Context: an optimization exercise on an open-source flow, tuned for small area and a short achievable clock period. The choices shown serve that exercise and are no tape-out recipe.
The RTL was checked by simulation tests, not by an equivalence proof against the original design.
Power is estimated from default activity; no workload was simulated.

==> flow/design.v <==
module adc_scan_engine #(
    parameter [3:0] READALL_SCAN_MODE = 4'd3
) (
    input  wire        clk,
    input  wire        rst,           
    input  wire        req_valid,
    input  wire [15:0] req_word,
    output wire        req_ready,
    output wire        bus_cfg,       
    output wire        xfer_req,
    output wire [15:0] xfer_tx,
    input  wire        xfer_ack,
    input  wire [15:0] xfer_rx,
    input  wire [4:0]  slot_addr,
    output wire [15:0] slot_data,
    output wire [15:0] status,
    output wire [15:0] lastcmd
);
    localparam [2:0] ST_UNINIT  = 3'd0,
                     ST_INIT    = 3'd1,
                     ST_IDLE    = 3'd2,
                     ST_PRIMING = 3'd3,
                     ST_STEADY  = 3'd4;
    localparam [1:0] OP_INIT  = 2'd0,
                     OP_CHAN  = 2'd1,
                     OP_RANGE = 2'd2,
                     OP_ALL   = 2'd3;
    localparam [1:0] W_IN    = 2'd0,    
                     W_B1    = 2'd1,    
                     W_B2    = 2'd2,    
                     W_DEAD  = 2'd3;    
    reg  [2:0]  state;
    reg         xreq;         
    reg         t_init;       
    reg         t_sweep;      
    reg  [3:0]  t_chan;       
    reg         adv;          
    reg  [3:0]  x;            
    reg  [1:0]  w;            
    reg  [4:0]  idx;          
    reg  [4:0]  len;
    reg         ok;
    reg         hv;           
    reg  [11:0] hold;         
    reg  [2:0]  nrot;         
    reg  [11:0] rd_q;         
    reg  [383:0] ring;
    wire st_init   = (state == ST_INIT);
    wire st_prim   = (state == ST_PRIMING);
    wire st_steady = (state == ST_STEADY);
    wire busy      = state[0] | state[2];
    wire [1:0] req_op   = req_word[15:14];
    wire       req_rsvd = req_word[13];
    wire [4:0] req_n    = req_word[12:8];
    wire [7:0] req_a    = req_word[7:0];
    assign req_ready = !req_rsvd &&
                       ((state == ST_IDLE) ||
                        (state == ST_UNINIT && req_op == OP_INIT));
    wire accept = req_valid && req_ready;
    assign bus_cfg = st_init && !xreq;
    wire [3:0] a_clamped = req_a[7]           ? 4'd0  :
                           (req_a[6:4] != 0)  ? 4'd15 : req_a[3:0];
    wire [3:0] n_m1       = req_n[3:0] - 4'd1;
    wire [3:0] sweep_chan = (req_n == 5'd0) ? 4'd0  :
                            (req_n > 5'd16) ? 4'd15 : n_m1;
    wire [1:0] a_win = (req_a[7:4] == 4'b0000) ? W_IN :
                       (req_a[7:4] == 4'b1111) ? W_B1 :
                       (req_a[7:4] == 4'b1110) ? W_B2 : W_DEAD;
    wire [15:0] word = {t_init, 2'b00, t_sweep, !t_init, t_chan,
                        t_init, 3'b000, !t_init, !t_init, 1'b0};
    assign xfer_req = xreq;
    assign xfer_tx  = word;
    wire [3:0]  rx_tag     = xfer_rx[15:12];
    wire [11:0] rx_payload = xfer_rx[11:0];
    wire        match      = (w == W_IN) && (rx_tag == x);
    wire [11:0] validated  = match ? rx_payload : 12'd0;
    wire xfer_done = xreq && xfer_ack;
    wire [4:0] idx_p1    = idx + 5'd1;
    wire       last_slot = (idx_p1 == len);
    wire [3:0] x_p1 = x + 4'd1;
    wire [2:0] pdist  = idx[2:0] + nrot;
    wire       wr_now = hv && (pdist == 3'd1);
    wire       wr_nxt = hv && (pdist == 3'd2);
    wire       raise  = st_steady && !xreq && (wr_now || wr_nxt) && !last_slot;
    always @(posedge clk) begin
        if (rst) begin
            state <= ST_UNINIT;
            xreq  <= 1'b0;
            hv    <= 1'b0;
        end else begin
            case (state)
                ST_UNINIT, ST_IDLE: begin
                    if (accept) begin
                        state <= (req_op == OP_INIT) ? ST_INIT : ST_PRIMING;
                        xreq  <= (req_op != OP_INIT);
                    end
                end
                ST_INIT: begin
                    if (xfer_done) begin
                        state <= ST_IDLE;
                        xreq  <= 1'b0;
                    end else begin
                        xreq  <= 1'b1;
                    end
                end
                ST_PRIMING: begin
                    if (xfer_done) begin
                        if (len == 5'd0) begin
                            state <= ST_IDLE;
                            xreq  <= 1'b0;
                        end else begin
                            state <= ST_STEADY;
                        end
                    end
                end
                default: begin    
                    if (xfer_done) begin
                        hv   <= 1'b1;
                        xreq <= 1'b0;
                    end else if (raise) begin
                        xreq <= 1'b1;
                    end
                    if (wr_now) begin
                        if (!xfer_done)
                            hv <= 1'b0;
                        if (last_slot)
                            state <= ST_IDLE;
                    end
                end
            endcase
        end
    end
    always @(posedge clk) begin
        if (!busy) begin
            if (accept) begin
                t_init  <= (req_op == OP_INIT);
                t_sweep <= (req_op == OP_ALL);
                t_chan  <= (req_op == OP_INIT) ? 4'd0 :
                           (req_op == OP_ALL)  ? sweep_chan : a_clamped;
                adv     <= (req_op == OP_RANGE);
                x       <= (req_op == OP_ALL) ? 4'd15 : (req_a[3:0] - 4'd1);
                w       <= (req_op == OP_ALL) ? W_IN : a_win;
                idx     <= 5'd0;
                if (req_op != OP_INIT)
                    len <= (req_op == OP_CHAN) ? 5'd1 : req_n;
                if (req_op == OP_ALL)
                    ok  <= 1'b1;
            end
        end else begin
            if (xfer_done && !st_init) begin
                x <= x_p1;
                if (adv && st_prim && len != 5'd0)
                    t_chan <= x_p1 + 4'd1;
                if (st_steady) begin
                    hold <= validated;
                    if (t_sweep)
                        ok <= ok & match;
                    if (x == 4'd15)
                        w <= {w[1] == w[0], w[1] | !w[0]};
                end
            end
            if (adv && raise)
                t_chan <= x_p1;
            if (wr_now)
                idx <= idx_p1;
        end
    end
    always @(posedge clk) begin
        if (rst)
            nrot <= 3'd0;
        else
            nrot <= nrot - 3'd1;
    end
    genvar p;
    generate
        for (p = 0; p < 32; p = p + 1) begin : g_ring
            if (p % 8 == 0) begin : g_entry
                wire wr_here = wr_now && (idx[4:3] == p / 8);
                always @(posedge clk)
                    ring[12*p +: 12] <= wr_here ? hold : ring[12*(p+1) +: 12];
            end else begin : g_plain
                always @(posedge clk)
                    ring[12*p +: 12] <= ring[12*(p - p % 8 + (p % 8 + 1) % 8) +: 12];
            end
        end
    endgenerate
    wire [2:0]  rd_pos = slot_addr[2:0] + nrot;
    wire [31:0] rd_sel;
    wire [11:0] rd_word;
    genvar b, k;
    generate
        for (p = 0; p < 32; p = p + 1) begin : g_sel
            assign rd_sel[p] = (slot_addr[4:3] == p / 8) && (rd_pos == p % 8);
        end
        for (b = 0; b < 12; b = b + 1) begin : g_rd
            wire [10:0] part_n;
            for (k = 0; k < 10; k = k + 1) begin : g_part
                adc_scan_aoi222 u_aoi (
                    .a (ring[12*(3*k) + b]),     .sa(rd_sel[3*k]),
                    .b (ring[12*(3*k+1) + b]),   .sb(rd_sel[3*k+1]),
                    .c (ring[12*(3*k+2) + b]),   .sc(rd_sel[3*k+2]),
                    .y (part_n[k])
                );
            end
            adc_scan_aoi22 u_aoi_last (
                .a (ring[12*30 + b]), .sa(rd_sel[30]),
                .b (ring[12*31 + b]), .sb(rd_sel[31]),
                .y (part_n[10])
            );
            assign rd_word[b] = ~&part_n;
        end
    endgenerate
    always @(posedge clk)
        rd_q <= rd_word;
    assign slot_data = {4'd0, rd_q};
    assign status    = {6'd0, len, ok, busy, state};
    assign lastcmd   = word;
endmodule
module adc_scan_aoi222 (
    input  wire a,
    input  wire sa,
    input  wire b,
    input  wire sb,
    input  wire c,
    input  wire sc,
    output wire y
);
    assign y = ~((a & sa) | (b & sb) | (c & sc));
endmodule
module adc_scan_aoi22 (
    input  wire a,
    input  wire sa,
    input  wire b,
    input  wire sb,
    output wire y
);
    assign y = ~((a & sa) | (b & sb));
endmodule
==> flow/config.mk <==
export PLATFORM = sky130hd
export DESIGN_NAME = adc_scan_engine
export DESIGN_NICKNAME = adc_scan_engine
export VERILOG_FILES = /design/flow/design.v
export SDC_FILE = /design/flow/constraint.sdc
export NUM_CORES = 4
export LEC_CHECK = 0
export CAP_MARGIN = 20
export CORE_MARGIN = 2
export CORE_UTILIZATION = 55
export SETUP_SLACK_MARGIN = 3.05
export SLEW_MARGIN = 20
export SYNTH_HIERARCHICAL = 1
export SYNTH_MINIMUM_KEEP_SIZE = 0
==> flow/constraint.sdc <==
create_clock -name core_clock -period 6.0 [get_ports {clk}]
set_input_delay 1.2000 -clock core_clock [delete_from_list [all_inputs] [get_ports {clk}]]
set_output_delay 1.2000 -clock core_clock [all_outputs]
set_load 0.01 [all_outputs]
standard.sh (not shown) runs the stock make flow with config.mk's settings and CLKGATE_MAP_FILE= SYNTH_SCRIPT=/design/flow/synth_recipe.tcl, a recipe that flattens the netlist after the stock synthesis.
==> flow/flow/run.sh <==
#!/bin/bash
# Standard layout (standard.sh) with two changes:
#  - the port buffers are the smallest plain buffer; repair_design and
#    repair_timing resize them where needed;
#  - clock tree synthesis with larger sink clusters, clkbuf_8 buffers and no
#    dummy balancing loads.
set -e -o pipefail
export BUFFER_PORTS_ARGS="-buffer_cell sky130_fd_sc_hd__buf_1"
export CTS_ARGS="-sink_clustering_enable -repair_clock_nets -dont_use_dummy_load -buf_list sky130_fd_sc_hd__clkbuf_8 -sink_clustering_size 16 -sink_clustering_max_diameter 60"
bash standard.sh > standard.log 2>&1
Next try:
==> flow/flow/run.sh (replaced) <==
#!/bin/bash
# Standard layout (standard.sh) with two changes:
#  - the port buffers are the smallest plain buffer; repair_design and
#    repair_timing resize them where needed;
#  - clock tree synthesis with larger sink clusters, clkbuf_8 buffers and no
#    dummy balancing loads;
#  - one tie cell drives all constant outputs.
set -e -o pipefail
export BUFFER_PORTS_ARGS="-buffer_cell sky130_fd_sc_hd__buf_1"
export SKIP_REPAIR_TIE_FANOUT=1
export CTS_ARGS="-sink_clustering_enable -repair_clock_nets -dont_use_dummy_load -buf_list sky130_fd_sc_hd__clkbuf_8 -sink_clustering_size 20 -sink_clustering_max_diameter 70"
bash standard.sh > standard.log 2>&1
--- a/flow/config.mk
+++ b/flow/config.mk
@@ -9,5 +9,5 @@
 export CORE_MARGIN = 2
 export CORE_UTILIZATION = 55
-export SETUP_SLACK_MARGIN = 3.05
+export SETUP_SLACK_MARGIN = 3.2
 export SLEW_MARGIN = 20
 export SYNTH_HIERARCHICAL = 1
Outcome:
- The new run completed without violations
- flip-flop and latch count stays the same
- worst setup slack gains 0.073 ns
- global-route usage grows by 1.6 points
- routed wire length climbs by about 6%
- via count came out higher by about 1.7%
- sequential power is about the same
- total power falls by about 1.6%
- worst hold slack is better by 0.026 ns
Next try:
==> flow/flow/run.sh (replaced) <==
#!/bin/bash
# Standard layout (standard.sh) with two changes:
#  - the port buffers are the smallest plain buffer; repair_design and
#    repair_timing resize them where needed;
#  - clock tree synthesis with larger sink clusters, clkbuf_8 buffers and no
#    dummy balancing loads.
set -e -o pipefail
export BUFFER_PORTS_ARGS="-buffer_cell sky130_fd_sc_hd__buf_1"
export CTS_ARGS="-sink_clustering_enable -repair_clock_nets -dont_use_dummy_load -buf_list sky130_fd_sc_hd__clkbuf_8 -sink_clustering_size 16 -sink_clustering_max_diameter 60"
bash standard.sh > standard.log 2>&1
=>
- sequential power hardly moves
- first-iteration DRC count goes down by about 8%
- utilization fell by 0.54 points
- setup slack is worse by 0.12 ns
- routed wire length decreases by 4.2%
- non-clock buffer count decreases by 19
- clock power climbs by about 10%
- cell area drops by about 0.8%
- hold slack degrades by 0.029 ns
- final cell count went up by about 0.8%

-- afterwards: timing with drivers on the ports --
How much do the figures lean on ideal ports? The routed layouts below were timed once more, with nothing changed but the port constraints.
Step 1 (the two cells are an assumption about what drives the block):
set clk [get_ports {clk}]
set_driving_cell -lib_cell sky130_fd_sc_hd__clkbuf_16 $clk
set_driving_cell -lib_cell sky130_fd_sc_hd__buf_2 [delete_from_list [all_inputs] $clk]
Step 2, shift: input delay + t, output delay - t, t = (earliest + latest rising clock arrival at the registers) / 2. This alone moves slack from input paths to output paths.
Three values: no drivers, after step 1, after step 2; two values: the first two.
run | t (ns) | slack for setup (ns) | latest minus earliest clock arrival (ns)
the first run | 0.558 | 2.967 / 2.973 / 2.415 | 0.076 / 0.076
the second run | 0.611 | 3.040 / 3.047 / 2.437 | 0.059 / 0.059
the third run | 0.557 | 2.919 / 2.926 / 2.369 | 0.079 / 0.078
After both steps setup and hold are still met in every run listed. For the second run, which loses most, drivers alone change the setup slack by +0.007 ns; drivers and shift together by -0.603 ns.
